What follows belongs to an exercise in optimizing a design on an open flow for small area; a production flow would make more cautious choices. Only simulation tests tie the RTL to the original design; equivalence was not proved. Power is estimated from default activity; no workload was simulated.

`design.v`:
```
module xge (
    input  wire         clk,
    input  wire         rst,             
    input  wire         cmd_valid,
    output wire         cmd_ready,
    input  wire [95:0]  cmd,
    input  wire         tp_connected,    
    input  wire         rx_avail,        
    output wire         resp_valid,
    output reg  [31:0]  resp,
    output wire         tx_valid,
    input  wire         tx_ready,
    output wire [159:0] tx_data,         
    input  wire [31:0]  tx_status,       
    output wire         rx_req,
    input  wire         rx_ack,
    input  wire [3:0]   rx_len,          
    input  wire [63:0]  rx_data,         
    output reg          fb_valid,
    output reg  [7:0]   fb_tag
);
    localparam [7:0] OP_SETBTN    = 8'h01, OP_SETDPAD  = 8'h02, OP_SETDPAD4 = 8'h03,
                     OP_SETTRIG   = 8'h04, OP_SETJOY   = 8'h05, OP_SETJOYD  = 8'h06,
                     OP_SETJOYX   = 8'h07, OP_SETJOYY  = 8'h08, OP_SETJOYDIG= 8'h09,
                     OP_RELALL    = 8'h0A, OP_RESET    = 8'h0B, OP_SETRANGE = 8'h0C,
                     OP_SETAUTO   = 8'h0D, OP_SETCB    = 8'h0E, OP_SEND     = 8'h0F,
                     OP_RECV      = 8'h10, OP_RDRPT    = 8'h11, OP_RDFB     = 8'h12,
                     OP_RDSTAT    = 8'h13, OP_RDRANGE  = 8'h14;
    localparam [3:0] ST_IDLE = 4'd0,  ST_INIT = 4'd1,  ST_P0  = 4'd2,  ST_CMP  = 4'd3,
                     ST_PRE  = 4'd4,  ST_LG   = 4'd5,  ST_ADJ = 4'd6,  ST_DIV  = 4'd7,
                     ST_ROT  = 4'd8,  ST_WT   = 4'd9,  ST_TX  = 4'd10, ST_RX   = 4'd11,
                     ST_RESP = 4'd12;
    localparam [3:0] C_NONE = 4'd0, C_BTN  = 4'd1, C_RELALL = 4'd2, C_RESET = 4'd3,
                     C_TRIG = 4'd4, C_STKX = 4'd5, C_STKY   = 4'd6, C_STKXY = 4'd7,
                     C_STKD = 4'd8, C_RDRPT = 4'd9;
    reg  [3:0]   st;
    reg  [4:0]   ph;             
    reg  [1:0]   pc;             
    reg  [4:0]   it;             
    reg  [3:0]   cls;
    reg  [1:0]   rk;             
    reg          inv;            
    reg          ay;             
    reg  [127:0] rmn, rmx;       
    reg  [95:0]  ch;             
    reg  [31:0]  d0, d1;         
    reg          rd;             
    reg          cs, cd, cr, cc; 
    reg          sgn;            
    reg          zf;             
    reg          clox, chix, cloy, chiy;   
    reg          vld;            
    reg          sn;             
    reg          lb;             
    reg          qv;             
    reg          chg;            
    reg  [2:0]   player;
    reg  [7:0]   rumble_l, rumble_s;
    reg  [3:0]   ledpat;
    reg          dirty, autosend, cb_en;
    assign tx_data    = {48'd0, ch, 8'h14, 8'h00};
    assign tx_valid   = (st == ST_TX);
    assign rx_req     = (st == ST_RX);
    assign resp_valid = (st == ST_RESP);
    wire [7:0]  op   = cmd[31:24];
    wire [7:0]  ctrl = cmd[23:16];
    wire        p    = cmd[0];
    wire [31:0] opa  = cmd[63:32];
    wire [31:0] opb  = cmd[95:64];
    wire [4:0]  rb   = cmd[4:0];         
    wire ph0  = (ph == 5'd0);
    wire ph31 = (ph == 5'd31);
    wire is_trig = (ctrl == 8'd15) || (ctrl == 8'd16);
    wire is_joy  = (ctrl == 8'd17) || (ctrl == 8'd18);
    wire is_rng  = is_trig || is_joy;
    wire is_dpad = (ctrl >= 8'd11) && (ctrl <= 8'd14);
    wire [1:0] kk = ctrl[1:0] + 2'd1;    
    reg        btn_ok;
    reg  [3:0] bidx;
    always @(*) begin
        btn_ok = 1'b1; bidx = 4'd0;
        case (ctrl)
            8'd0:  bidx = 4'd12;
            8'd1:  bidx = 4'd13;
            8'd2:  bidx = 4'd14;
            8'd3:  bidx = 4'd15;
            8'd4:  bidx = 4'd8;
            8'd5:  bidx = 4'd9;
            8'd6:  bidx = 4'd5;
            8'd7:  bidx = 4'd4;
            8'd8:  bidx = 4'd6;
            8'd9:  bidx = 4'd7;
            8'd10: bidx = 4'd10;
            8'd11: bidx = 4'd0;
            8'd12: bidx = 4'd1;
            8'd13: bidx = 4'd2;
            8'd14: bidx = 4'd3;
            8'd17: bidx = 4'd6;
            8'd18: bidx = 4'd7;
            default: btn_ok = 1'b0;
        endcase
    end
    wire btn_wr   = ((op == OP_SETBTN) && btn_ok) || ((op == OP_SETDPAD) && is_dpad);
    wire btn_trig = (op == OP_SETBTN) && is_trig;
    wire rd_rot   = (op == OP_RDRPT) && (rb >= 5'd2) && (rb <= 5'd13);
    reg [3:0] dcls;
    always @(*) begin
        dcls = C_NONE;
        case (op)
            OP_SETBTN:    if (btn_ok) dcls = C_BTN; else if (is_trig) dcls = C_TRIG;
            OP_SETDPAD:   if (is_dpad) dcls = C_BTN;
            OP_SETDPAD4:  dcls = C_BTN;
            OP_SETTRIG:   if (is_trig) dcls = C_TRIG;
            OP_SETJOY:    if (is_joy) dcls = C_STKXY;
            OP_SETJOYX:   if (is_joy) dcls = C_STKX;
            OP_SETJOYY:   if (is_joy) dcls = C_STKY;
            OP_SETJOYD, OP_SETJOYDIG: if (is_joy) dcls = C_STKD;
            OP_RELALL:    dcls = C_RELALL;
            OP_RESET:     dcls = C_RESET;
            OP_RDRPT:     if (rd_rot) dcls = C_RDRPT;
            default: ;
        endcase
    end
    wire c_trig  = (cls == C_TRIG);
    wire c_resc  = c_trig || (cls == C_STKX) || (cls == C_STKY) || (cls == C_STKXY);
    wire c_xy    = (cls == C_STKXY);
    wire c_clr   = (st == ST_INIT) || (cls == C_RESET);
    wire [4:0] idx = {ph[4] & (op != OP_SETJOYD), ph[3:0]};
    wire mA = opa[idx];
    wire mB = opb[idx];
    wire vb = (ay && c_xy) ? mB : mA;
    wire [3:0] mins = {rmn[96], rmn[64], rmn[32], rmn[0]};
    wire [3:0] maxs = {rmx[96], rmx[64], rmx[32], rmx[0]};
    wire cmin = mins[rk];
    wire cmax = maxs[rk];
    wire sd   = rk[0];            
    wire [4:0] off  = c_trig ? {1'b1, sd, 3'b000} : {ay, 4'b0000};
    wire [4:0] base = c_trig ? {~sd, ~sd, 3'b000} : {~ay, 4'b0000};    
    wire fld  = c_trig ? (ph[4] && (ph[3] == sd)) : (ph[4] == ay);
    wire ffst = c_trig ? (ph[2:0] == 3'd0) : (ph[3:0] == 4'd0);
    wire flst = c_trig ? (ph[2:0] == 3'd7) : (ph[3:0] == 4'd15);
    wire clmp_x = clox | chix;
    wire clmp_y = cloy | chiy;
    wire more_y = c_xy && !ay && !clmp_y;    
    wire csi  = ph0 ? 1'b1 : cs;
    wire span = cmax ^ ~cmin ^ csi;
    wire cso  = (cmax & ~cmin) | (cmax & csi) | (~cmin & csi);
    wire in_p0 = (st == ST_P0);
    wire tapk  = c_trig ? (d0[8] & ~(ph[4] & ph[3])) : (d0[16] & ~ph[4]);
    wire nz    = c_trig ? (|d0[7:0]) : (|d0[15:0]);
    wire ad    = in_p0 ? vb : d0[0];
    wire bd    = in_p0 ? cmin : tapk;
    wire cdi   = ph0 ? (in_p0 | ~nz) : cd;
    wire dif   = ad ^ ~bd ^ cdi;
    wire cdo   = (ad & ~bd) | (ad & cdi) | (~bd & cdi);
    wire sub  = ~sgn;
    wire ar   = ph0 ? lb : rd;
    wire br   = span ^ sub;
    wire cri  = ph0 ? sub : cr;
    wire rs   = ar ^ br ^ cri;
    wire cro  = (ar & br) | (ar & cri) | (br & cri);
    wire ac   = in_p0 ? vb : mA;
    wire bc   = in_p0 ? cmax : mB;
    wire cci  = ph0 ? 1'b1 : cc;
    wire cco  = (ac & ~bc) | (ac & cci) | (~bc & cci);
    wire sgc  = ac ^ ~bc ^ cco;         
    wire sgd  = vb ^ ~cmin ^ cdo;       
    wire zer  = (ph0 | zf) & ~dif;      
    wire q0   = resp[0];
    wire ins  = qv && (ph == it);       
    wire dtap = c_trig ? (sd ? d0[8] : d0[16]) : (ay ? d0[16] : d0[0]);
    wire snc  = ffst ? 1'b0 : sn;
    wire lgb  = dtap ^ snc;
    wire       f_up = cmd[0], f_dn = cmd[1], f_lt = cmd[2], f_rt = cmd[3], f_socd = cmd[4];
    wire [3:0] dc   = {f_socd ? (f_rt & ~f_lt) : f_rt,
                       f_socd ? (f_lt & ~f_rt) : f_lt,
                       f_socd ? (f_dn & ~f_up) : f_dn,
                       f_up};
    wire top = (ph[3:0] == 4'd15);
    wire dgx = (f_lt ^ f_rt) & (f_rt ^ top);
    wire dgy = (f_up ^ f_dn) & (f_up ^ top);
    wire [3:0] rbm2 = rb[3:0] - 4'd2;
    reg  [7:0] fbv;
    always @(*) begin
        case (cmd[1:0])
            2'd0: fbv = {5'd0, player};
            2'd1: fbv = rumble_l;
            2'd2: fbv = rumble_s;
            default: fbv = {4'd0, ledpat};
        endcase
    end
    reg pbit;
    always @(*) begin
        case (op)
            OP_SETBTN, OP_SETDPAD: pbit = btn_wr && (ph[4] ? (ph[3:0] == bidx) : p);
            OP_SETDPAD4: pbit = (ph[3:2] == 2'd0) && (ph[4] || dc[ph[1:0]]);
            OP_SETJOYD:  pbit = is_joy && ((ph[4] ? mB : mA) ^ top);
            OP_SETJOYDIG: pbit = is_joy && ((ph[4] ? dgy : dgx) ^ top);
            OP_RDRANGE: pbit = is_rng && (p ? cmax : cmin);
            OP_RDFB:    pbit = (ph[4:3] == 2'd0) && fbv[ph[2:0]];
            OP_RDSTAT:  pbit = (ph[4:2] == 3'd0) && (ph[1] ? (ph[0] ? tp_connected : cb_en)
                                                          : (ph[0] ? autosend : dirty));
            OP_RDRPT:   pbit = rd_rot ? (ph[4:3] == rbm2[1:0]) : ((rb == 5'd1) && ((ph == 5'd2) || (ph == 5'd4)));
            default:    pbit = 1'b0;
        endcase
    end
    wire cho  = ch[0];
    wire stk  = !c_trig;
    wire sv   = (ins && (pc == 2'd0)) ? ~sgn : q0;
    wire ya   = stk && ph[4];
    wire rv   = ((ya ? cloy : clox) ? 1'b0 : ((ya ? chiy : chix) ? 1'b1 : sv))
                ^ (stk && top) ^ (stk && inv);
    wire wx   = (cls != C_STKY);
    wire wy   = (cls != C_STKX);
    reg  wm, wv;
    always @(*) begin
        wm = 1'b0; wv = 1'b0;
        if (c_clr || (cls == C_RELALL)) begin
            wm = 1'b1;
        end else if (cls == C_BTN) begin
            wm = (pc == 2'd0) && !ph[4] && resp[16]; wv = q0;
        end else if (c_trig) begin
            wm = (pc == 2'd0) && ph[4] && (ph[3] == sd); wv = rv;
        end else if (c_resc || (cls == C_STKD)) begin
            wm = (pc == (sd ? 2'd2 : 2'd1)) && (ph[4] ? wy : wx); wv = rv;
        end
    end
    wire chg_n = chg | (wm & (wv ^ cho)) | (cls == C_RELALL);
    reg sin;
    always @(*) begin
        sin = q0;
        case (st)
            ST_INIT: sin = 1'b0;
            ST_PRE:  sin = pbit;
            ST_LG:   sin = fld ? lgb : (ins ? ~sgn : q0);
            ST_DIV:  sin = ins ? ~sgn : q0;
            ST_ROT: begin
                if (c_clr) sin = 1'b0;
                else if (cls == C_RDRPT) sin = (pc == it[3:2]) ? (q0 & cho) : q0;
                else if (pc == 2'd2) sin = 1'b0;
                else if (ins) sin = ~sgn;
            end
            default: ;
        endcase
    end
    wire rot   = (st == ST_ROT) || (st == ST_INIT);
    wire rinit = rot && c_clr;
    wire rwr   = (st == ST_PRE) && (op == OP_SETRANGE) && vld;
    wire dtmin_j = (ph >= 5'd15);
    wire dtmax_t = (ph < 5'd8);
    wire dtmax_j = (ph < 5'd15);
    reg  [3:0] nmin, nmax;
    always @(*) begin
        nmin = mins; nmax = maxs;
        if (rinit) begin
            nmin = {dtmin_j, dtmin_j, 1'b0, 1'b0};
            nmax = {dtmax_j, dtmax_j, dtmax_t, dtmax_t};
        end else if (rwr) begin
            nmin[rk] = mA;
            nmax[rk] = mB;
        end
    end
    wire swap = (st == ST_LG) && c_xy && ay;
    reg  d0i;
    always @(*) begin
        case (st)
            ST_P0, ST_ADJ: d0i = dif;
            ST_DIV:        d0i = rs;
            ST_LG:         d0i = swap ? d1[0] : d0[0];
            default:       d0i = d0[0];
        endcase
    end
    wire d1ld = (in_p0 && c_xy && !ay) || swap;
    wire last_pre = (st == ST_PRE) || (in_p0 && !(c_xy && ay));
    wire acc = last_pre && ph31;
    assign cmd_ready = acc;
    always @(posedge clk) begin
        rmn <= {nmin[3], rmn[127:97], nmin[2], rmn[95:65], nmin[1], rmn[63:33], nmin[0], rmn[31:1]};
        rmx <= {nmax[3], rmx[127:97], nmax[2], rmx[95:65], nmax[1], rmx[63:33], nmax[0], rmx[31:1]};
        d0  <= {d0i, d0[31:1]};
        d1  <= {d1ld ? d0[0] : d1[0], d1[31:1]};
        rd  <= d0[0];
        cs  <= cso;
        cd  <= cdo;
        cr  <= cro;
        cc  <= cco;
        fb_tag <= rx_data[7:0];
        if (rot) ch <= {wm ? wv : cho, ch[95:1]};
        if ((st == ST_TX) && tx_ready && (cls == C_NONE)) resp <= tx_status;
        else begin
            resp <= {sin, resp[31:1]};
            if ((st == ST_RX) && rx_ack) resp[3:0] <= rx_len;
        end
    end
    always @(posedge clk) begin
        if (rst) begin
            st       <= ST_INIT;
            ph       <= 5'd0;
            pc       <= 2'd0;
            cls      <= C_NONE;
            fb_valid <= 1'b0;
        end else begin
            ph       <= ph + 5'd1;
            fb_valid <= 1'b0;
            if (in_p0) zf <= zer;
            if (st == ST_LG) sn <= snc | dtap;
            if (st == ST_ROT && !c_clr && (cls != C_RDRPT)) chg <= chg_n;
            case (st)
            ST_IDLE: begin
                if (cmd_valid && ph31) begin
                    cls  <= dcls;
                    rk   <= kk;
                    qv   <= 1'b0;
                    inv  <= ((op == OP_SETJOYX) || (op == OP_SETJOYY)) && p;
                    ay   <= (op == OP_SETJOY) || (op == OP_SETJOYY);
                    chg  <= 1'b0;
                    pc   <= 2'd0;
                    it   <= {1'b0, rbm2};
                    clox <= btn_trig && !p;
                    chix <= btn_trig && p;
                    cloy <= 1'b0;
                    chiy <= 1'b0;
                    if ((op == OP_SETTRIG && is_trig) ||
                        ((op == OP_SETJOY || op == OP_SETJOYX || op == OP_SETJOYY) && is_joy))
                        st <= ST_P0;
                    else if (op == OP_SETRANGE)
                        st <= ST_CMP;
                    else
                        st <= ST_PRE;
                end
            end
            ST_CMP: begin
                if (ph31) begin
                    vld <= is_rng && sgc;
                    st  <= ST_PRE;
                end
            end
            ST_P0, ST_PRE: begin
                if (ph31) begin
                    if (in_p0) begin
                        if (ay) begin cloy <= sgd | zer; chiy <= ~sgc; end
                        else    begin clox <= sgd | zer; chix <= ~sgc; end
                    end
                    if (!acc) begin
                        ay <= 1'b0;                  
                    end else if (c_resc) begin
                        if (!(ay ? ((in_p0 & (sgd | zer | ~sgc)) | clmp_y)
                                 : ((in_p0 & (sgd | zer | ~sgc)) | clmp_x)))
                            st <= ST_LG;
                        else if (c_xy && !ay && !clmp_y) begin
                            ay <= 1'b1;
                            st <= ST_LG;
                        end else
                            st <= ST_ROT;
                    end else if (cls != C_NONE)
                        st <= ST_ROT;
                    else if ((op == OP_SEND) && dirty)
                        st <= ST_TX;
                    else if ((op == OP_RECV) && rx_avail)
                        st <= ST_RX;
                    else
                        st <= ST_RESP;
                end
            end
            ST_LG: begin
                if (flst && fld) lb <= lgb;
                if (ph31) begin
                    qv <= 1'b0;
                    it <= base;
                    st <= ST_ADJ;
                end
            end
            ST_ADJ: begin
                if (ph31) begin
                    sgn <= 1'b0;
                    st  <= ST_DIV;
                end
            end
            ST_DIV: begin
                if (ph == it) lb <= resp[30];
                if (ph31) begin
                    sgn <= d0[0] ^ sub ^ cro;
                    qv  <= 1'b1;
                    it  <= it - 5'd1;
                    if ((it - 5'd1) == off) begin
                        if (more_y) begin
                            ay <= 1'b1;
                            st <= ST_LG;
                        end else
                            st <= ST_ROT;
                    end
                end
            end
            ST_ROT, ST_INIT: begin
                if (ph31) begin
                    pc <= pc + 2'd1;
                    if (pc == 2'd2) begin
                        if (st == ST_INIT) st <= ST_IDLE;
                        else if (cls == C_RDRPT) st <= ST_WT;
                        else if (chg_n && autosend && !c_clr) st <= ST_TX;
                        else st <= ST_RESP;
                    end
                end
            end
            ST_WT: begin
                if (ph == {it[1:0] - 2'd1, 3'b111}) st <= ST_RESP;
            end
            ST_TX: begin
                if (tx_ready) st <= ST_RESP;
            end
            ST_RX: begin
                if (rx_ack) begin
                    fb_valid <= (rx_len >= 4'd3) && cb_en;
                    st <= ST_RESP;
                end
            end
            default: st <= ST_IDLE;      
            endcase
        end
    end
    wire srst = acc && (op == OP_RESET);
    always @(posedge clk) begin
        if (rst || srst) begin
            dirty    <= 1'b1;
            autosend <= 1'b1;
            cb_en    <= 1'b0;
            player   <= 3'd0;
            rumble_l <= 8'h00;
            rumble_s <= 8'h00;
            ledpat   <= 4'h0;
        end else begin
            if (acc && (op == OP_SETAUTO)) autosend <= p;
            if (acc && (op == OP_SETCB)) cb_en <= p;
            if ((st == ST_ROT) && ph31 && (pc == 2'd2) && chg_n && !c_clr && (cls != C_RDRPT))
                dirty <= 1'b1;
            if ((st == ST_TX) && tx_ready && !tx_status[31]) dirty <= 1'b0;
            if ((st == ST_RX) && rx_ack && (rx_len >= 4'd3)) begin
                if (rx_data[7:0] == 8'h00) begin
                    rumble_l <= rx_data[31:24];
                    rumble_s <= rx_data[39:32];
                end else if (rx_data[7:0] == 8'h01 && rx_data[23:16] <= 8'h0D) begin
                    ledpat <= rx_data[19:16];
                    if (rx_data[23:16] <= 8'h01)      player <= 3'd0;
                    else if (rx_data[23:16] <= 8'h05) player <= rx_data[18:16] - 3'd1;
                    else if (rx_data[23:16] <= 8'h09) player <= rx_data[18:16] + 3'd3;
                end
            end
        end
    end
endmodule
```
`run.sh`:
```
#!/bin/bash
# synth_recipe.tcl (not shown) runs the flow's synth.tcl, then flattens the netlist and writes it again
# the make line also repeats each setting of config.mk as NAME=value (left out here)
make -C /OpenROAD-flow-scripts/flow DESIGN_CONFIG=/design/flow/config.mk WORK_HOME=/design/flow/orfs CLKGATE_MAP_FILE= SYNTH_SCRIPT=/design/flow/synth_recipe.tcl finish
```
`config.mk`:
```
export PLATFORM = sky130hd
export DESIGN_NAME = xge
export DESIGN_NICKNAME = xge
export VERILOG_FILES = /design/flow/design.v
export SDC_FILE = /design/flow/constraint.sdc
export NUM_CORES = 4
export LEC_CHECK = 0
export CAP_MARGIN = 20
export CORE_MARGIN = 2
export CORE_UTILIZATION = 40
export SLEW_MARGIN = 20
```
`constraint.sdc`:
```
create_clock -name core_clock -period 11.0 [get_ports {clk}]
set_input_delay 2.2000 -clock core_clock [delete_from_list [all_inputs] [get_ports {clk}]]
set_output_delay 2.2000 -clock core_clock [all_outputs]
set_load 0.01 [all_outputs]
```
==> results.yml, run 1 <==
run_status:
  status: "finished clean"
cts:
  tritoncts: "done"
  cts_hold_buf: 0
  htreeDepth: 2
  postCtsResizedCells: 0
  worstSkewPairLatency_ns: 0.58
  cts_buffer_depth: 3
  root_buffer: "clkbuf_16"
  cts_sinks: 523
  cts_setup_buffers: 0
  clk_pin_slew_ns: 0.06
  numCtsBuffers: 51
floorplanning:
  coreArea_um2: 43300
  start_util: 0.406
  num_rows: 76
  die_w_um: 214
  pin_count: 408
  die_area_um2: 45600
  die_h_um: 214
synth:
  synth_area_leader_cell: "dfxtp_1"
  synth.most_common_cell: "dfxtp_1"
  synth_common_cells: "407 x dfxtp_1, 116 x edfxtp_1, 115 x nor2_1"
  yosysSeqAreaShare: 0.662
  yosys_warnings: 1
  synthTopCellsByArea: "dfxtp_1 46%, edfxtp_1 20%, buf_4 2.9%, nor2_1 2.5%, mux2_2 2.4%"
  synth_seq_cells: 523
  ys_types: 88
  netlist_instances: 1391
  syn_avg_cell_area_um2: 12.6
  synthArstFlopShare: 0
  synth_edf_count: 116
  netlist_area_um2: 17600
  synth_top_area_frac: 0.463
  synthFlopType: "dfxtp_1"
worst_setup_path:
  critPathBufInv: 2
  cp-start-kind: "primary input"
  critPathMaxFanout: 7
  path_class: "in -> reg"
  r2r_end: "d0[31]"
  cp_slowest_cell: "or4_4"
  timing.rr.start: "ph[4]"
  cp.required_ns: 11.29
  reg2regPathDepth: 13
  r2r_slack_ns: 6.45
  path_cells: "clkdlybuf4s50_1 > or4_4 > o31ai_4 > nor2_2 > nor3_4 > a22oi_2 > nor2_1 > a21oi_1 > fa_1 > o21a_1 > nor2_1 > mux2_2 > inv_1 > o211ai_1 > a21oi_1"
  worstPathArrival_ns: 6.07
  max_stage_delay_ns: 0.63
  critical_path.top_delay_family: "simple AND/OR/NAND/NOR gates"
  endpoint_kind: "flip-flop"
grt:
  antenna_found_initial: 0
  grt_pass1_wl_um: 63500
  grt_max_degree: 54
  grt_use_total: 0.181
  grt_pass1_vias: 11000
  grt_overflow: 0
placement:
  post_dp_cell_area_um2: 20900
  dp.final_hpwl_um: 30600
  io_buffers: 300
  gp_congestion: 0.932
detailed_routing:
  drt-initial-drc-count: 884
  drt_wl_total_um: 42100
  drtAntennaViolNets: 0
  avgRoutedWirePerCell_um: 18.1
  vias_per_cell: 4.88
  drc_errors: 0
  dr.pass1.iters: 7
  dr_total_vias: 11300
sta:
  worst_pin_slew_ns: 1.06
  hold_viol_final: 0
  fin_crit_ns: 5.78
  rsz0062_at_grt: "no"
  setup_violations: 0
  fin_setup_tns_ns: 0
  report.final.slew_viol_count: 0
  relSlewSlack: 0.292
  timing.final.crit_share: 0.525
  fin_skew_ns: 0.0163
  max_freq_mhz: 173
cells_and_area:
  syn_to_final_growth_pct: 29.0
  num-nets-final: 1934
  finalInstanceArea_um2: 22700
  drive_above_1_share: 0.0996
  insertedDiodeCount: 0
min_path:
  hp-start: "rmx[65]"
  hold_class: "reg -> reg"
  min_path_cells: 0
  hold_end: "rmx[64]"
run:
  drv_cap: 0
power:
  leakage_nw: 8.70
  cellPowerDensity_nw_per_um2: 266
  peakVddDrop_v: 0.000201
## registers in the layout (all words and copies together) (netlist names), 2 cells and up
name	flops
resp	32
rmx	128
cls	4
rumble_l	8
it	5
rumble_s	8
fb_tag	8
d0	32
st	4
ledpat	4
pc	2
rk	2
d1	32
rmn	128
ch	96
player	3
ph	5
## where the power goes
| group | total (mW) | leakage, nW | internal [mW] | switching [mW] |
|---|---|---|---|---|
| combinational | 1.27 | 3.31 | 0.615 | 0.652 |
| sequential | 2.97 | 4.52 | 2.72 | 0.252 |
| clock | 1.78 | 0.877 | 1.07 | 0.714 |
| total | 6.02 | 8.70 | 4.41 | 1.62 |
## stage by stage
| stage | power (mW) | worst slack [ns] | instances | hold WS, ns | utilization |
|---|---|---|---|---|---|
| after global placement | 4.27 | 4.69 | 2227 | 0.312 | 0.483 |
| after floorplan | 3.52 | 5.60 | 1453 | 0.310 | - |
| after global routing | 6.32 | 5.04 | 2322 | 0.320 | 0.524 |
| after detailed placement | 4.29 | 4.65 | 2227 | 0.312 | 0.483 |
| after CTS | 6.10 | 5.28 | 2322 | 0.316 | 0.524 |
| final | 6.02 | 5.22 | 2322 | 0.323 | 0.524 |
## worst max-delay path by stage
stage                  from  end  cells past startpoint
global placement    cmd[28]   ay                     15
detailed placement  cmd[28]   ay                     15
global route        cmd[28]   ay                     15
finish              cmd[28]   ay                     15
CTS                 cmd[28]   ay                     15
floorplan           cmd[29]   ay                     15
## cell families (layout without fill, tap and decap cells)
family / count (synthesis) / after routing / share of synthesized area
DFF: 523 / 523 / 0.662
and+or+nand+nor: 338 / 338 / 0.0946
AOI/OAI and AO/OA: 207 / 207 / 0.0799
buffers and inverters: 157 / 441 / 0.0492
muxes: 98 / 98 / 0.0714
adders and majority gates: 36 / 36 / 0.0269
xor gates and xnor gates: 30 / 30 / 0.0160
other: 2 / 64 / 0.000427
## cell usage in the layout (no fill, tap or decap), types with 4 or more instances in the layout
cell	n
a21boi_0	5
a21o_1	6
a21oi_1	61
a221oi_1	10
a22oi_1	13
a31oi_1	11
and2_1	4
and3_1	11
buf_4	8
clkbuf_1	10
clkbuf_16	55
clkbuf_8	12
clkdlybuf4s50_1	300
clkinv_2	8
conb_1	64
dfxtp_1	407
edfxtp_1	116
ha_1	33
inv_1	33
mux2_2	38
mux2i_1	41
mux4_2	18
nand2_1	66
nand2b_1	16
nand3_1	22
nand3b_1	7
nand4_1	8
nor2_1	115
nor2b_1	17
nor3_1	30
nor4_1	17
o211ai_1	4
o21a_1	4
o21ai_0	32
o22ai_1	14
xnor2_1	18
xor2_1	11
## metal layers
metal	GRT usage	vias up	part of all wire	routed length, um
met5	0	-	0	0
met4	0.0668	0	0.029	1210
met3	0.0438	76	0.072	3020
met2	0.288	392	0.45	19100
met1	0.242	5454	0.45	18800
li1	-	5412	-	-
## area by class of cell
type | instances | area, um^2
clock buffers | 77 | 1580
clock inverters | 18 | 200
fillers | 3799 | 20600
inverters | 38 | 144
multi-input cells | 773 | 5340
flip-flops and latches | 523 | 11600
well taps | 585 | 732
repair buffers | 308 | 3060
==> run 2: changes to the inputs <==
--- a/config.mk
+++ b/config.mk
@@ -10,2 +10,3 @@
 export CORE_UTILIZATION = 40
+export CTS_BUF_LIST = sky130_fd_sc_hd__clkbuf_4
 export SLEW_MARGIN = 20
==> run 2 against run 1 <==
Compared with the run above:
- flip-flop and latch count unchanged
- sequential share of layout area rose by 0.30 points
- sequential power about the same
- largest power group unchanged
- via count is 3.2% higher
- worst setup slack better by 0.0076 ns
==> results.yml, run 2 <==
floorplanning:
  die_w_um: 214
  start_util: 0.406
  die_h_um: 214
  num_rows: 76
  pin_count: 408
  coreArea_um2: 43300
  die_area_um2: 45600
cts:
  cts_buffer_depth: 3
  clk_pin_slew_ns: 0.07
  postCtsResizedCells: 0
  cts_setup_buffers: 0
  worstSkewPairLatency_ns: 0.86
  tritoncts: "done"
  root_buffer: "clkbuf_4"
  numCtsBuffers: 121
  htreeDepth: 3
  cts_hold_buf: 0
  cts_sinks: 523
detailed_routing:
  dr_total_vias: 11700
  avgRoutedWirePerCell_um: 17.3
  vias_per_cell: 4.77
  drt-initial-drc-count: 862
  wl_met3_um: 3120
  wl_met1_um: 18700
  drc_errors: 0
  dr.pass1.iters: 5
  routed-wl-met2_um: 19600
  drtAntennaViolNets: 0
  top_layer: "met4"
  drt_wl_total_um: 42500
synth:
  synth_top_area_frac: 0.463
  synthFlopType: "dfxtp_1"
  synth.most_common_cell: "dfxtp_1"
  synthTopCellsByArea: "dfxtp_1 46%, edfxtp_1 20%, buf_4 2.9%, nor2_1 2.5%, mux2_2 2.4%"
  synthArstFlopShare: 0
  synth_edf_count: 116
  yosys_warnings: 1
  netlist_instances: 1391
  syn_avg_cell_area_um2: 12.6
  ys_types: 88
  yosysSeqAreaShare: 0.662
  synth_area_leader_cell: "dfxtp_1"
  synth_common_cells: "407 x dfxtp_1, 116 x edfxtp_1, 115 x nor2_1"
  netlist_area_um2: 17600
  synth_seq_cells: 523
sta:
  setup_violations: 0
  timing.final.crit_share: 0.525
  worst_pin_slew_ns: 1.06
  fin_setup_tns_ns: 0
  rsz0062_at_grt: "no"
  fin_crit_ns: 5.77
  relSlewSlack: 0.284
  max_freq_mhz: 173
  report.final.slew_viol_count: 0
  hold_viol_final: 0
  fin_skew_ns: 0.0541
worst_setup_path:
  worstPathArrival_ns: 3.57
  cp-start-kind: "flip-flop"
  endpoint_kind: "output port"
  path_class: "reg -> out"
  critPathMaxFanout: 9
  cp.required_ns: 8.80
placement:
  dp.final_hpwl_um: 30600
  gp_congestion: 0.932
  io_buffers: 300
grt:
  grt_overflow: 0
  grt_pass1_wl_um: 64800
  antenna_found_initial: 1
  grt_max_degree: 54
  grt_pass1_vias: 11600
  grt_use_total: 0.186
run:
  drv_cap: 0
cells_and_area:
  mostFrequentLayoutCells: "407 x dfxtp_1, 300 x clkdlybuf4s50_1, 174 x clkbuf_4"
  final_common_cell: "dfxtp_1"
  drive_above_1_share: 0.149
  syn_to_final_growth_pct: 28.3
  num-nets-final: 2004
  top_regs: "rmn (128), rmx (128), ch (96)"
power:
  leakage_nw: 8.79
  cellPowerDensity_nw_per_um2: 257
  power_mw: 5.80
  peakVddDrop_v: 0.000161
min_path:
  hold_class: "reg -> reg"
run_status:
  status: "finished clean"
==> run 2: cell types whose count changed in the layout (fill, tap and decap cells not counted), sizes merged <==
cell      before  now
diode          0    1
clkinvlp       2    0
bufinv         3    4
clkbuf        77  174
inv           38   36
clkinv        13   47
==> run 2: where the power goes <==
part / switching (mW) / total [mW] / internal [mW]
Clock: 0.727 / 1.56 / 0.831
Sequential: 0.252 / 2.97 / 2.72
Combinational: 0.651 / 1.27 / 0.615
Total: 1.63 / 5.80 / 4.17
==> run 2: cell type report <==
cell class / count / area (um^2)
fill: 3850 / 20700
tap: 585 / 732
antenna: 1 / 2.50
sequential: 523 / 11600
inverter: 38 / 144
timing repair buffer: 308 / 3060
clock buffer: 174 / 1310
multi-input combinational: 773 / 5340
clock inverter: 49 / 338
==> run 2: worst max-delay path: stages, from the launching register on <==
cell and delay [ns]:
dfxtp_1 0.48, nor2b_1 0.48, nand3_1 0.23, nor2_1 0.26
nor2_1 0.07, o21ai_1 0.47, inv_1 0.18, clkdlybuf4s50_1 0.55
==> run 2: metrics by stage <==
stage	hold slack, ns	instance area, um^2	util	cells	setup WS (ns)
3_3_place_gp	0.312	20900	0.483	2227	4.69
4_1_cts	0.269	22500	0.521	2450	5.11
6_report	0.278	22600	0.521	2451	5.23
5_1_grt	0.272	22600	0.521	2451	4.93
3_5_place_dp	0.312	20900	0.483	2227	4.65
2_1_floorplan	0.310	17800	-	1453	5.60
==> run 2: path summary, 6_finish.rpt <==
| kind | startpoint | end | slack, ns | cells past startpoint |
|---|---|---|---|---|
| worst max register to register | ph[4] | d0[31] | 6.41 | 13 |
| worst min register to register | rmx[5] | rmx[4] | 0.28 | 0 |
| worst max-delay path | cls[2] | cmd_ready | 5.23 | 7 |
| worst min-delay path | rmx[5] | rmx[4] | 0.28 | 0 |
==> run 2: routing by layer <==
layer	track usage	vias up
met5	0	-
met3	0.0549	76
met4	0.0807	0
li1	-	5634
met1	0.239	5573
met2	0.291	409
==> run 2: logic make-up after synthesis <==
| group | share of synthesized area |
|---|---|
| AOI/OAI and AO/OA | 0.0799 |
| xor gates and xnor gates | 0.0160 |
| adders and majority gates | 0.0269 |
| buffers and inverters | 0.0492 |
| DFF | 0.662 |
| muxes | 0.0714 |
| other | 0.000427 |
| and+or+nand+nor | 0.0946 |
==> run 3: changes to the inputs <==
==> flow/run.sh (new file) <==
#!/bin/bash
# Standard layout, with plain buf_1 cells as the port buffers.
set -euo pipefail
bash standard.sh 'BUFFER_PORTS_ARGS=-buffer_cell sky130_fd_sc_hd__buf_1' finish > make_finish.log 2>&1
==> standard.sh (new file) <==
#!/bin/bash
# synth_recipe.tcl (not shown) runs the flow's synth.tcl, then flattens the netlist and writes it again
# the make line also repeats each setting of config.mk as NAME=value (left out here)
make -C /OpenROAD-flow-scripts/flow DESIGN_CONFIG=/design/flow/config.mk WORK_HOME=/design/flow/orfs CLKGATE_MAP_FILE= SYNTH_SCRIPT=/design/flow/synth_recipe.tcl "${@:-finish}"
removed: run.sh
==> run 3 against run 2 <==
Compared with the run above:
- largest power group unchanged
- critical path type unchanged
- critical endpoint unchanged
- still clean on timing, DRC and antenna
- flip-flop and latch count did not move
- area after synthesis stayed put
- worst setup slack gained 0.022 ns
==> results.yml, run 3 <==
run_status:
  status: "finished clean"
synth:
  yosys_warnings: 1
  synth_area_leader_cell: "dfxtp_1"
  synth.most_common_cell: "dfxtp_1"
  synth_common_cells: "407 x dfxtp_1, 116 x edfxtp_1, 115 x nor2_1"
  synthFlopType: "dfxtp_1"
  syn_avg_cell_area_um2: 12.6
  netlist_area_um2: 17600
  synth_seq_cells: 523
  synthAdderAreaFrac: 0.0269
  synth_edf_count: 116
  ys_types: 88
  synthArstFlopShare: 0
  synth-compound-area-share: 0.0799
  yosysSeqAreaShare: 0.662
  synth_top_family_by_area: "simple AND/OR/NAND/NOR gates"
  synth_top_area_frac: 0.463
  synth-xor-area-share: 0.0160
  synthMuxAreaShare: 0.0714
  netlist_instances: 1391
  synthTopCellsByArea: "dfxtp_1 46%, edfxtp_1 20%, buf_4 2.9%, nor2_1 2.5%, mux2_2 2.4%"
  yosys.area_share.simple: 0.0946
detailed_routing:
  drtAntennaViolNets: 0
  vias_per_cell: 4.82
  dr.pass1.iters: 6
  drt-initial-drc-count: 744
  dr_total_vias: 11800
  drt_wl_total_um: 40500
  avgRoutedWirePerCell_um: 16.6
  drc_errors: 0
cells_and_area:
  final_common_cell: "dfxtp_1"
  num-nets-final: 2004
  mostFrequentLayoutCells: "407 x dfxtp_1, 300 x buf_1, 180 x clkbuf_4"
  syn_to_final_growth_pct: 17.4
  top_regs: "rmn (128), rmx (128), ch (96)"
  fillers: 3993
  drive_above_1_share: 0.152
  utilization: 0.477
worst_setup_path:
  max_stage_delay_ns: 0.93
  r2r_end: "d0[31]"
  critPathMostFrequentCell: "inv_1"
  critPathMaxFanout: 24
  cp-start-kind: "flip-flop"
  path_class: "reg -> out"
  endpoint_kind: "output port"
  r2r_slack_ns: 6.40
  worstPathArrival_ns: 3.55
  reg2regPathDepth: 13
  timing.rr.start: "ph[4]"
  path_cells: "nand3_1 > inv_1 > ha_1 > o21ai_1 > inv_1 > buf_1"
  cp_slowest_cell: "dfxtp_1"
  cp.required_ns: 8.80
floorplanning:
  die_w_um: 214
  num_rows: 76
  start_util: 0.406
  die_h_um: 214
  pin_count: 408
  coreArea_um2: 43300
  die_area_um2: 45600
power:
  internal-power_mw: 3.84
  cellPowerDensity_nw_per_um2: 264
  netSwitchingPower_mw: 1.60
  pwr-share-clk: 0.282
  power_frac_comb: 0.170
  power_mw: 5.44
  switching_share: 0.294
  seq_power_share: 0.548
  leakage_nw: 7.95
  peakVddDrop_v: 0.000184
grt:
  grt_pass1_vias: 11300
  grt_max_degree: 88
  grt_overflow: 0
  antenna_found_initial: 1
  grt_use_total: 0.173
  grt_pass1_wl_um: 60800
sta:
  timing.final.crit_share: 0.523
  fin_skew_ns: 0.0678
  report.final.slew_viol_count: 0
  fin_crit_ns: 5.75
  fin_setup_tns_ns: 0
  hold_viol_final: 0
  hold_ws_ns: 0.278
  relSlewSlack: 0.276
  setup_violations: 0
  setup_slack_ns: 5.25
  worst_pin_slew_ns: 1.08
  max_freq_mhz: 174
  rsz0062_at_grt: "no"
min_path:
  hp-start: "rmn[27]"
  hold_class: "reg -> reg"
  min_path_cells: 0
  hold_end: "rmn[26]"
cts:
  root_buffer: "clkbuf_4"
  clk_pin_slew_ns: 0.06
  htreeDepth: 3
  cts_sinks: 523
  cts_buffer_depth: 3
  numCtsBuffers: 120
  tritoncts: "done"
  cts_hold_buf: 0
  worstSkewPairLatency_ns: 0.85
  cts_setup_buffers: 0
  postCtsResizedCells: 0
placement:
  gp_congestion: 0.884
  place_ws_ns: 5.02
  dp.final_hpwl_um: 29000
  io_buffers: 300
run:
  drv_cap: 0
[run 3: cell counts after synthesis]
Identical to the previous run, type by type.
[run 3: kinds of logic (layout without fill, tap and decap cells)]
family / Yosys count / in the layout
DFF: 523 / 523
and+or+nand+nor: 338 / 338
adders and majority gates: 36 / 36
muxes: 98 / 98
xor gates and xnor gates: 30 / 30
buffers and inverters: 157 / 557
other: 2 / 65
AOI/OAI and AO/OA: 207 / 207
[run 3: how the worst max path moves through the flow]
| stage | start | slack, ns | cells after the start | endpoint |
|---|---|---|---|---|
| 6_report | ph[2] | 5.25 | 6 | cmd_ready |
| 5_1_grt | ph[2] | 4.89 | 6 | cmd_ready |
| 4_1_cts | ph[2] | 5.09 | 6 | cmd_ready |
| 3_5_place_dp | cmd[28] | 5.02 | 15 | ay |
| 3_3_place_gp | cmd[28] | 5.05 | 15 | ay |
| 2_1_floorplan | cmd[29] | 5.60 | 15 | ay |
[run 3: cell type report]
cell class | count | area, um^2 | area share
diodes | 1 | 2.50 | 0.000121
inverters | 38 | 144 | 0.00697
flip-flops and latches | 523 | 11600 | 0.564
well taps | 585 | 732 | 0.0355
clock buffers | 180 | 1350 | 0.0655
clock inverters | 30 | 239 | 0.0116
repair buffers | 309 | 1190 | 0.0578
multi-input cells | 773 | 5340 | 0.259
[run 3: power by group through the flow]
stage | clock network [mW] | logic [mW] | registers (mW)
6_report | 1.53 | 0.927 | 2.98
2_1_floorplan | 0 | 0.473 | 3.05
3_3_place_gp | 0 | 0.929 | 3.00
4_1_cts | 1.60 | 0.933 | 2.99
5_1_grt | 1.69 | 1.02 | 3.05
3_5_place_dp | 0 | 0.931 | 3.02
[run 3: critical path: cells and delay by family (launching register included)]
family,cells,cell delay [ns]
buffers and inverters,3,0.71
DFF,1,0.93
and+or+nand+nor,1,0.24
adders and majority gates,1,0.49
AOI/OAI and AO/OA,1,0.33
[run 3: per-stage QoR]
| stage | std cells | cell area [um^2] |
|---|---|---|
| after floorplan | 1453 | 17800 |
| after global placement | 2228 | 19000 |
| after detailed placement | 2228 | 19000 |
| after CTS | 2438 | 20600 |
| after global routing | 2439 | 20600 |
| final | 2439 | 20600 |
[run 3: per-layer routing]
metal	routed length, um	share of wire	vias to the layer above	GRT usage
li1	-	-	5619	-
met1	17700	0.44	5622	0.219
met2	18300	0.45	452	0.267
met3	3330	0.082	69	0.0555
met4	1230	0.030	0	0.0817
met5	0	0	-	0
==> run 4: changes to the inputs <==
--- a/design.v
+++ b/design.v
@@ -19,3 +19,3 @@
     output reg          fb_valid,
-    output reg  [7:0]   fb_tag
+    output wire [7:0]   fb_tag
 );
@@ -31,3 +31,3 @@
                      ST_ROT  = 4'd8,  ST_WT   = 4'd9,  ST_TX  = 4'd10, ST_RX   = 4'd11,
-                     ST_RESP = 4'd12;
+                     ST_RESP = 4'd12, ST_RXW = 4'd13;
     localparam [3:0] C_NONE = 4'd0, C_BTN  = 4'd1, C_RELALL = 4'd2, C_RESET = 4'd3,
@@ -47,3 +47,3 @@
     reg          rd;             
-    reg          cs, cd, cr, cc; 
+    reg          c1, c2;         
     reg          sgn;            
@@ -64,2 +64,3 @@
     assign resp_valid = (st == ST_RESP);
+    assign fb_tag     = resp[7:0];      
     wire [7:0]  op   = cmd[31:24];
@@ -144,3 +145,3 @@
     wire more_y = c_xy && !ay && !clmp_y;    
-    wire csi  = ph0 ? 1'b1 : cs;
+    wire csi  = ph0 ? 1'b1 : c1;
     wire span = cmax ^ ~cmin ^ csi;
@@ -152,3 +153,3 @@
     wire bd    = in_p0 ? cmin : tapk;
-    wire cdi   = ph0 ? (in_p0 | ~nz) : cd;
+    wire cdi   = ph0 ? (in_p0 | ~nz) : c1;
     wire dif   = ad ^ ~bd ^ cdi;
@@ -158,3 +159,3 @@
     wire br   = span ^ sub;
-    wire cri  = ph0 ? sub : cr;
+    wire cri  = ph0 ? sub : c2;
     wire rs   = ar ^ br ^ cri;
@@ -163,3 +164,3 @@
     wire bc   = in_p0 ? cmax : mB;
-    wire cci  = ph0 ? 1'b1 : cc;
+    wire cci  = ph0 ? 1'b1 : c2;
     wire cco  = (ac & ~bc) | (ac & cci) | (~bc & cci);
@@ -232,3 +233,3 @@
         case (st)
-            ST_INIT: sin = 1'b0;
+            ST_INIT, ST_RXW: sin = 1'b0;
             ST_PRE:  sin = pbit;
@@ -282,7 +283,4 @@
         rd  <= d0[0];
-        cs  <= cso;
-        cd  <= cdo;
-        cr  <= cro;
-        cc  <= cco;
-        fb_tag <= rx_data[7:0];
+        c1  <= (st == ST_DIV) ? cso : cdo;
+        c2  <= (st == ST_DIV) ? cro : cco;
         if (rot) ch <= {wm ? wv : cho, ch[95:1]};
@@ -291,3 +289,3 @@
             resp <= {sin, resp[31:1]};
-            if ((st == ST_RX) && rx_ack) resp[3:0] <= rx_len;
+            if ((st == ST_RX) && rx_ack) resp[11:0] <= {rx_len, rx_data[7:0]};
         end
@@ -384,3 +382,3 @@
                     it  <= it - 5'd1;
-                    if ((it - 5'd1) == off) begin
+                    if (it == {off[4:1], 1'b1}) begin
                         if (more_y) begin
@@ -413,5 +411,10 @@
                     fb_valid <= (rx_len >= 4'd3) && cb_en;
-                    st <= ST_RESP;
+                    it <= 5'd7;
+                    st <= ST_RXW;
                 end
             end
+            ST_RXW: begin
+                it <= it - 5'd1;
+                if (it == 5'd0) st <= ST_RESP;
+            end
             default: st <= ST_IDLE;      
--- a/config.mk
+++ b/config.mk
@@ -10,3 +10,4 @@
 export CORE_UTILIZATION = 40
-export CTS_BUF_LIST = sky130_fd_sc_hd__clkbuf_4
+export CTS_CLUSTER_DIAMETER = 100
+export CTS_CLUSTER_SIZE = 30
 export SLEW_MARGIN = 20
==> run 4 against run 3 <==
Compared with the run above:
- largest power group unchanged
- clock-buffer cell count shrank 149
- worst setup slack lost 0.42 ns
- cell area shrank 3.2%
- area after synthesis grew 2.1%
- sequential power shrank 36%
==> results.yml, run 4 <==
detailed_routing:
  drtAntennaViolNets: 0
  dr_total_vias: 11800
  avgRoutedWirePerCell_um: 17.8
  dr.pass1.iters: 6
  drt_wl_total_um: 41500
  drc_errors: 0
  vias_per_cell: 5.04
  drt-initial-drc-count: 1085
grt:
  antenna_found_initial: 1
  grt_pass1_vias: 11100
  grt_max_degree: 87
  grt_pass1_wl_um: 63100
  grt_use_total: 0.172
  grt_overflow: 0
synth:
  synth_seq_cells: 513
  synthTopCellsByArea: "dfxtp_1 44%, edfxtp_1 19%, mux2i_1 3.4%, buf_4 3.1%, nor2_1 2.4%"
  synth_common_cells: "397 x dfxtp_1, 116 x edfxtp_1, 115 x nor2_1"
  ys_types: 87
  yosys_warnings: 1
  synth_edf_count: 116
  netlist_area_um2: 18000
  synthArstFlopShare: 0
  netlist_instances: 1471
  syn_avg_cell_area_um2: 12.2
  yosysSeqAreaShare: 0.637
  synth.most_common_cell: "dfxtp_1"
  synthFlopType: "dfxtp_1"
  synth_top_area_frac: 0.443
  synth_area_leader_cell: "dfxtp_1"
placement:
  place_ws_ns: 4.23
  place_inst: 2303
  io_buffers: 300
  dp.final_hpwl_um: 30300
  gp_congestion: 0.902
cts:
  root_buffer: "clkbuf_16"
  worstSkewPairLatency_ns: 0.58
  postCtsResizedCells: 0
  tritoncts: "done"
  cts_buffer_depth: 3
  cts_setup_buffers: 0
  htreeDepth: 1
  cts_sinks: 513
  clk_pin_slew_ns: 0.11
  cts_hold_buf: 0
  numCtsBuffers: 22
worst_setup_path:
  r2r_slack_ns: 6.14
  path_class: "in -> reg"
  startpoint: "cmd[28]"
  cp.required_ns: 11.28
  timing.rr.start: "ph[1]"
  endpoint_kind: "flip-flop"
  worstPathArrival_ns: 6.45
  r2r_end: "ay"
  reg2regPathDepth: 15
  critPathMaxFanout: 8
  cp-start-kind: "primary input"
cells_and_area:
  drive_above_1_share: 0.0675
  stdcell_count: 2340
  insertedDiodeCount: 0
  num-nets-final: 1974
  mostFrequentLayoutCells: "396 x dfxtp_1, 300 x buf_1, 116 x edfxtp_1"
  final_common_cell: "dfxtp_1"
  fillers: 4143
  syn_to_final_growth_pct: 11.3
  top_regs: "rmn (128), rmx (128), ch (96)"
sta:
  hold_viol_final: 0
  max_freq_mhz: 162
  worst_pin_slew_ns: 1.11
  fin_crit_ns: 6.17
  fin_skew_ns: 0.0243
  relSlewSlack: 0.255
  setup_slack_ns: 4.83
  fin_setup_tns_ns: 0
  rsz0062_at_grt: "no"
  setup_violations: 0
  timing.final.crit_share: 0.561
  report.final.slew_viol_count: 0
min_path:
  hold_class: "reg -> reg"
  hold_end: "d1[2]"
  hp-start: "d1[3]"
  min_path_cells: 0
floorplanning:
  die_w_um: 216
  coreArea_um2: 44200
  die_area_um2: 46600
  die_h_um: 216
  num_rows: 77
  start_util: 0.406
  pin_count: 408
power:
  switching_share: 0.224
  internal-power_mw: 2.38
  leakage_nw: 7.64
  cellPowerDensity_nw_per_um2: 154
  netSwitchingPower_uw: 687
  pwr-share-clk: 0.316
  peakVddDrop_v: 0.000106
  seq_power_share: 0.627
  power_frac_comb: 0.057
run:
  drv_cap: 0
run_status:
  status: "finished clean"
-- run 4: critical path, cell delays in order --
cell and delay (ns):
buf_1 0.19, nor4_4 0.61, a21o_2 0.29, a2111oi_2 0.07
nor4b_2 0.84, mux2i_1 0.29, nor2_1 0.16, a21oi_1 0.08
fa_1 0.65, o21a_1 0.18, nor2_1 0.06, mux2_4 0.31
a21oi_1 0.13, o21ai_1 0.09, a211oi_1 0.30
-- run 4: layout make-up --
class                   count  area, um^2  area share
well taps                 592         741      0.0371
flip-flops and latches    513       11400       0.572
inverters                  39         148     0.00739
clock buffers              31         584      0.0293
repair buffers            311        1210      0.0605
multi-input cells         848        5780       0.289
clock inverters             6        81.3     0.00407
-- run 4: worst max-delay path by stage --
stage / endpoint / slack, ns / depth (start not counted)
2_1_floorplan: ay / 5.44 / 15
3_3_place_gp: ay / 4.30 / 15
3_5_place_dp: ay / 4.23 / 15
4_1_cts: ay / 4.85 / 15
5_1_grt: ay / 4.57 / 15
6_report: ay / 4.83 / 15
-- run 4: per-stage QoR --
step | power [mW] | hold WS [ns] | instance area [um^2] | util
2_1_floorplan | 2.10 | 0.310 | 18200 | -
3_3_place_gp | 2.13 | 0.310 | 19300 | 0.437
3_5_place_dp | 2.14 | 0.312 | 19300 | 0.437
4_1_cts | 3.10 | 0.314 | 20000 | 0.452
5_1_grt | 3.18 | 0.324 | 20000 | 0.452
6_report | 3.07 | 0.313 | 20000 | 0.452
-- run 4: cell families after synthesis --
group,after synthesis,synth area share
flops,513,0.637
simple gates,363,0.0991
compound gates,242,0.0908
buf+inv,172,0.0547
mux,111,0.0762
fa+ha+maj,36,0.0263
xor+xnor,32,0.0156
other cells,2,0.000418
-- run 4: power by group through the flow --
stage | registers (mW) | clock network, mW | logic, mW
after floorplan | 1.97 | 0 | 0.130
after global placement | 1.97 | 0 | 0.169
after detailed placement | 1.97 | 0 | 0.172
after CTS | 1.92 | 1.00 | 0.173
after global routing | 1.92 | 1.07 | 0.189
final | 1.92 | 0.971 | 0.174
-- run 4: metal layers --
metal	routed length [um]	track usage
met3	3350	0.0348
met1	19200	0.248
met4	995	0.0418
met5	0	0
met2	18000	0.264
==> run 5: changes to the inputs <==
--- a/config.mk
+++ b/config.mk
@@ -10,4 +10,5 @@
 export CORE_UTILIZATION = 40
-export CTS_CLUSTER_DIAMETER = 100
-export CTS_CLUSTER_SIZE = 30
+export CTS_BUF_LIST = sky130_fd_sc_hd__clkbuf_8
+export CTS_CLUSTER_DIAMETER = 80
+export CTS_CLUSTER_SIZE = 20
 export SLEW_MARGIN = 20
==> run 5 against run 4 <==
Compared with the run above:
- sequential share of layout area is essentially flat
- synthesized cell count is the same
- area after synthesis stayed put
- core utilization about the same
- largest cell class unchanged
- flip-flop and latch count unchanged
- final cell count grew 0.98%
==> results.yml, run 5 <==
detailed_routing:
  dr_total_vias: 11800
  drc_errors: 0
  drtAntennaViolNets: 0
  drt-initial-drc-count: 1008
  vias_per_cell: 5.00
  drt_wl_total_um: 41700
  dr.pass1.iters: 5
  avgRoutedWirePerCell_um: 17.7
worst_setup_path:
  path_class: "in -> reg"
  cp.required_ns: 11.29
  critPathMaxFanout: 8
  worstPathArrival_ns: 6.48
  endpoint_kind: "flip-flop"
  cp-start-kind: "primary input"
sta:
  relSlewSlack: 0.256
  hold_ws_ns: 0.315
  setup_violations: 0
  worst_pin_slew_ns: 1.11
  fin_crit_ns: 6.19
  max_freq_mhz: 162
  fin_setup_tns_ns: 0
  setup_slack_ns: 4.81
  report.final.slew_viol_count: 0
  fin_skew_ns: 0.0324
  timing.final.crit_share: 0.563
  rsz0062_at_grt: "no"
  hold_viol_final: 0
cts:
  cts_sinks: 513
  numCtsBuffers: 34
  cts_buffer_depth: 3
  htreeDepth: 2
  root_buffer: "clkbuf_8"
  worstSkewPairLatency_ns: 0.60
  tritoncts: "done"
  clk_pin_slew_ns: 0.12
  postCtsResizedCells: 0
  cts_setup_buffers: 0
  cts_hold_buf: 0
floorplanning:
  num_rows: 77
  pin_count: 408
  die_area_um2: 46600
  die_h_um: 216
  coreArea_um2: 44200
  die_w_um: 216
  start_util: 0.406
cells_and_area:
  regArea_um2: 11400
  syn_to_final_growth_pct: 11.2
  drive_above_1_share: 0.0762
  insertedDiodeCount: 0
  multi_input_area_um2: 5780
  num-nets-final: 1986
  fillers: 4136
  final_common_cell: "dfxtp_1"
  stdcell_count: 2363
  finalInstanceArea_um2: 20000
  top_regs: "rmn (128), rmx (128), ch (96)"
  mostFrequentLayoutCells: "396 x dfxtp_1, 300 x buf_1, 116 x edfxtp_1"
synth:
  synth_edf_count: 116
  syn_avg_cell_area_um2: 12.2
  yosysSeqAreaShare: 0.637
  yosys_warnings: 1
  synth_area_leader_cell: "dfxtp_1"
  synth_top_area_frac: 0.443
  synthArstFlopShare: 0
  synth.most_common_cell: "dfxtp_1"
  synth_seq_cells: 513
  netlist_area_um2: 18000
  ys_types: 87
  netlist_instances: 1471
  synth_common_cells: "397 x dfxtp_1, 116 x edfxtp_1, 115 x nor2_1"
  synthFlopType: "dfxtp_1"
  synthTopCellsByArea: "dfxtp_1 44%, edfxtp_1 19%, mux2i_1 3.4%, buf_4 3.1%, nor2_1 2.4%"
run_status:
  status: "finished clean"
placement:
  gp_congestion: 0.902
  dp.final_hpwl_um: 30300
  place_ws_ns: 4.23
  io_buffers: 300
  post_dp_cell_area_um2: 19300
  place_inst: 2303
power:
  cellPowerDensity_nw_per_um2: 152
  leakage_nw: 7.70
  peakVddDrop_v: 0.0000894
grt:
  grt_pass1_vias: 11200
  grt_use_total: 0.174
  grt_pass1_wl_um: 63600
  grt_max_degree: 87
  antenna_found_initial: 1
  grt_overflow: 0
min_path:
  hold_class: "reg -> reg"
run:
  drv_cap: 0
[run 5: cell count changes in the layout (fill, tap and decap cells not counted), moves of 2 or more]
cell       change
clkbuf_16     -22
clkbuf_1       -9
clkbuf_8      +35
inv_6          +2
inv_1         +14
[run 5: final timing paths]
kind	start	endpoint	slack, ns	cells past startpoint
worst min-delay path	rmx[62]	rmx[61]	0.31	0
worst max-delay path	cmd[28]	ay	4.81	15
worst min register to register	rmx[62]	rmx[61]	0.31	0
worst max register to register	ph[1]	ay	6.11	15
[run 5: area by class of cell]
class | count | share of cell area
tap | 592 | 0.0371
multi-input combinational | 848 | 0.289
sequential | 513 | 0.573
timing repair buffer | 311 | 0.0605
inverter | 39 | 0.00739
clock buffer | 35 | 0.0241
clock inverter | 25 | 0.00884
[run 5: cell families after synthesis]
family                   after synthesis  synth area share
AND/OR/NAND/NOR                      363            0.0991
buffers and inverters                172            0.0547
other                                  2          0.000418
XOR/XNOR                              32            0.0156
adder cells (fa/ha/maj)               36            0.0263
flip-flops                           513             0.637
multiplexers                         111            0.0762
AO/OA/AOI/OAI                        242            0.0908
[run 5: worst max-delay path, cell delays in order]
cell	delay [ns]
buf_1	0.18
nor4_4	0.62
a21o_2	0.29
a2111oi_2	0.07
nor4b_2	0.84
mux2i_1	0.30
nor2_1	0.16
a21oi_1	0.08
fa_1	0.65
o21a_1	0.19
nor2_1	0.06
mux2_4	0.32
a21oi_1	0.13
o21ai_1	0.09
a211oi_1	0.30
[run 5: report_power, final]
part           internal (mW)  leakage [nW]  switching, mW
clock                  0.340         0.384          0.590
sequential              1.92          4.59        0.00248
combinational         0.0681          2.73          0.107
[run 5: through the flow]
| step | total power, mW | util |
|---|---|---|
| 2_1_floorplan | 2.10 | - |
| 3_3_place_gp | 2.13 | 0.437 |
| 3_5_place_dp | 2.14 | 0.437 |
| 4_1_cts | 3.07 | 0.452 |
| 5_1_grt | 3.15 | 0.452 |
| 6_report | 3.03 | 0.452 |
[run 5: routing by layer]
metal,up-vias,GRT usage,part of all wire
met5,-,0,0
met4,0,0.0478,0.022
met3,53,0.0389,0.084
met2,503,0.266,0.43
met1,5646,0.248,0.46
li1,5611,-,-
==> run 6: changes to the inputs <==
==> flow/run.sh (replaced) <==
#!/bin/bash
# Standard layout with two changes:
#  - synthesis maps the logic with an area-oriented ABC script (flow/area.abc);
#    everything else is the standard flow's own synthesis script, so the registers are the same;
#  - the port buffers are plain buf_1 cells.
set -euo pipefail
W=$(pwd)
{
  head -n 1 synth_recipe.tcl
  echo "proc abc {args} {"
  echo "  set i [lsearch -exact \$args -script]"
  echo "  if {\$i >= 0} { lset args [expr {\$i + 1}] {$W/flow/area.abc} }"
  echo "  yosys abc {*}\$args"
  echo "}"
  tail -n +2 synth_recipe.tcl
} > my_synth.tcl
bash standard.sh "SYNTH_SCRIPT=$W/my_synth.tcl" 'BUFFER_PORTS_ARGS=-buffer_cell sky130_fd_sc_hd__buf_1' finish > make_finish.log 2>&1
==> flow/area.abc (new file) <==
strash
dc2
dch -f
amap
--- a/config.mk
+++ b/config.mk
@@ -10,5 +10,4 @@
 export CORE_UTILIZATION = 40
-export CTS_BUF_LIST = sky130_fd_sc_hd__clkbuf_8
-export CTS_CLUSTER_DIAMETER = 80
-export CTS_CLUSTER_SIZE = 20
+export CTS_CLUSTER_DIAMETER = 100
+export CTS_CLUSTER_SIZE = 30
 export SLEW_MARGIN = 20
==> run 6 against run 5 <==
Compared with the run above:
- clock-buffer cell count down 4
- die area decreased by 6.5%
- first-iteration DRC count decreased by 15%
- global-route usage down 0.83 points
- register-to-register slack worse by 0.67 ns
- flip-flop and latch count is the same
- wire length fell by 9.7%
==> results.yml, run 6 <==
run_status:
  status: "finished clean"
cells_and_area:
  finalInstanceArea_um2: 19000
  final_common_cell: "dfxtp_1"
  multi_input_area_um2: 4660
  insertedDiodeCount: 0
  stdcell_count: 2284
  mostFrequentLayoutCells: "397 x dfxtp_1, 300 x buf_1, 174 x nor2_1"
  regArea_um2: 11400
  drive_above_1_share: 0.0246
  fillers: 4003
  top_regs: "rmn (128), rmx (128), ch (96)"
  num-nets-final: 1972
  syn_to_final_growth_pct: 13.1
detailed_routing:
  drt-initial-drc-count: 857
  drt_wl_total_um: 37700
  drc_errors: 0
  dr.pass1.iters: 5
  vias_per_cell: 5.05
  avgRoutedWirePerCell_um: 16.5
  drtAntennaViolNets: 0
  dr_total_vias: 11500
synth:
  ys_types: 54
  syn_avg_cell_area_um2: 11.9
  yosysSeqAreaShare: 0.682
  synth.most_common_cell: "dfxtp_1"
  synthTopCellsByArea: "dfxtp_1 47%, edfxtp_1 21%, nor2_1 3.9%, buf_4 3.3%, ha_1 2.5%"
  synthArstFlopShare: 0
  netlist_area_um2: 16800
  synth_common_cells: "397 x dfxtp_1, 175 x nor2_1, 116 x edfxtp_1"
  synth_area_leader_cell: "dfxtp_1"
  synth_seq_cells: 513
  synthFlopType: "dfxtp_1"
  yosys_warnings: 1
  synth_top_area_frac: 0.474
  netlist_instances: 1410
  synth_edf_count: 116
cts:
  numCtsBuffers: 21
  cts_hold_buf: 0
  root_buffer: "clkbuf_16"
  cts_sinks: 513
  tritoncts: "done"
  worstSkewPairLatency_ns: 0.57
  postCtsResizedCells: 0
  clk_pin_slew_ns: 0.11
  htreeDepth: 1
  cts_setup_buffers: 0
  cts_buffer_depth: 3
floorplanning:
  die_w_um: 209
  die_h_um: 209
  die_area_um2: 43600
  start_util: 0.402
  coreArea_um2: 41700
  pin_count: 408
  num_rows: 75
worst_setup_path:
  critPathMostFrequentCell: "nor2_1"
  cp.required_ns: 11.45
  path_cells: "buf_1 > or2_0 > or3_1 > or3_1 > nor2_1 > nor2_1 > o221ai_1 > o21ai_0 > o22ai_1 > a22oi_1 > fa_1 > a21oi_1 > nor2_1 > a211oi_1 > nand2_1 > a21oi_1 > or2_0 > a21oi_1 > a2111oi_0 > o22a_1 > nor2_1"
  crit_cells: 21
  reg2regPathDepth: 18
  cp_slowest_cell: "fa_1"
  max_stage_delay_ns: 0.51
  timing.rr.start: "ph[4]"
  r2r_slack_ns: 5.44
  critPathMaxFanout: 6
  worstPathArrival_ns: 7.00
  critical_path.top_delay_family: "compound AO/OA/AOI/OAI gates"
  cp-start-kind: "primary input"
  r2r_end: "st[2]"
  critPathBufInv: 1
  path_class: "in -> reg"
  endpoint_kind: "flip-flop"
grt:
  grt_use_total: 0.166
  grt_pass1_vias: 10700
  grt_overflow: 0
  grt_max_degree: 54
  grt_pass1_wl_um: 58300
  antenna_found_initial: 0
power:
  peakVddDrop_v: 0.000132
  cellPowerDensity_nw_per_um2: 241
  power_mw: 4.58
  leakage_nw: 6.86
placement:
  io_buffers: 300
  place_inst: 2249
  gp_congestion: 0.930
  post_dp_cell_area_um2: 18300
  dp.final_hpwl_um: 27900
sta:
  fin_setup_tns_ns: 0
  hold_viol_final: 0
  worst_pin_slew_ns: 0.871
  fin_skew_ns: 0.0240
  fin_crit_ns: 6.55
  timing.final.crit_share: 0.596
  rsz0062_at_grt: "no"
  report.final.slew_viol_count: 0
  max_freq_mhz: 153
  relSlewSlack: 0.417
  setup_violations: 0
min_path:
  hold_end: "rmn[61]"
  hold_class: "reg -> reg"
  hp-start: "rmn[62]"
  min_path_cells: 0
run:
  drv_cap: 0
-- run 6: changes by cell type in the layout (fill, tap and decap cells not counted), moves of 33 or more --
cell / change
a21oi_1: -47
o21ai_0: +35
nor2_1: +59
clkbuf_8: -33
inv_1: -51
mux2i_1: -61
clkinv_1: +98
-- run 6: logic make-up (layout without fill, tap and decap cells) --
group | count (synthesis) | in the layout | share of synthesized area
AOI/OAI and AO/OA | 338 | 338 | 0.142
xor gates and xnor gates | 2 | 2 | 0.00104
adders and majority gates | 36 | 36 | 0.0282
buffers and inverters | 174 | 447 | 0.0555
DFF | 513 | 513 | 0.682
other | 2 | 64 | 0.000448
and+or+nand+nor | 345 | 345 | 0.0910
-- run 6: stage by stage --
step	util	setup WS (ns)	hold WS [ns]
final	0.455	4.45	0.327
after global routing	0.455	4.00	0.337
after CTS	0.455	4.55	0.323
after detailed placement	0.440	3.98	0.312
after global placement	0.440	3.95	0.310
after floorplan	-	4.96	0.310
-- run 6: worst max path at each step --
stage	startpoint	slack, ns	to
after detailed placement	cmd[31]	3.98	st[3]
final	cmd[31]	4.45	st[3]
after global routing	cmd[31]	4.00	st[3]
after CTS	cmd[31]	4.55	st[3]
after floorplan	cmd[31]	4.96	st[3]
after global placement	cmd[31]	3.95	st[3]
-- run 6: report_power, final --
part / leakage [nW] / internal, mW / total [mW] / switching, mW
logic: 2.13 / 0.281 / 0.885 / 0.604
registers: 4.43 / 2.55 / 2.77 / 0.217
clock network: 0.304 / 0.380 / 0.928 / 0.548
total: 6.86 / 3.21 / 4.58 / 1.37
-- run 6: area by class of cell --
class                           count  area share
Inverter                          100      0.0198
Clock buffer                       31      0.0307
Sequential cell                   513       0.602
Timing Repair Buffer              312      0.0641
Clock inverter                      4     0.00198
Tap cell                          539      0.0355
Multi-Input combinational cell    785       0.245
-- run 6: per-layer routing --
metal  routed length, um  share of wire  GRT usage  vias up
met2               17200           0.46      0.270      460
li1                    -              -          -     5566
met4                 954          0.025     0.0443        0
met5                   0              0          0        -
met1               17100           0.45      0.228     5433
met3                2400          0.064     0.0305       69

## what the ideal ports hide
No port has a modelled driver above. Below, the same layouts with a new extraction and two added sets of constraints. Step 1, drivers: a clkbuf_16 drives clk and a buf_2 each remaining input, both assumed. Step 2 times the ports against the registers' clock, not the clock port: input delays grow and output delays shrink by t, the midpoint of the rising clock arrivals with the driver on. Three values: no drivers, after step 1, after step 2; two values: the first two.
run | shift t [ns] | setup WS [ns] | worst hold slack (ns) | worst setup path after step 2 | pins driven straight from the clock port
run 1 | 0.620 | 5.221 / 5.224 / 4.604 | 0.323 / 0.323 / 0.323 | input to register | 1
run 2 | 0.867 | 5.228 / 5.182 / 4.623 | 0.278 / 0.278 / 0.278 | input to register | 1
run 3 | 0.843 | 5.250 / 5.207 / 5.002 | 0.278 / 0.278 / 0.278 | input to register | 1
run 4 | 0.621 | 4.827 / 4.856 / 4.234 | 0.313 / 0.313 / 0.313 | input to register | 1
run 5 | 0.635 | 4.812 / 4.840 / 4.205 | 0.315 / 0.315 / 0.315 | input to register | 1
run 6 | 0.609 | 4.445 / 4.479 / 3.870 | 0.327 / 0.327 / 0.327 | input to register | 1
After both steps every run listed still meets setup and hold. For run 1, which loses most, drivers alone change the setup slack by +0.003 ns; drivers and shift together by -0.617 ns.
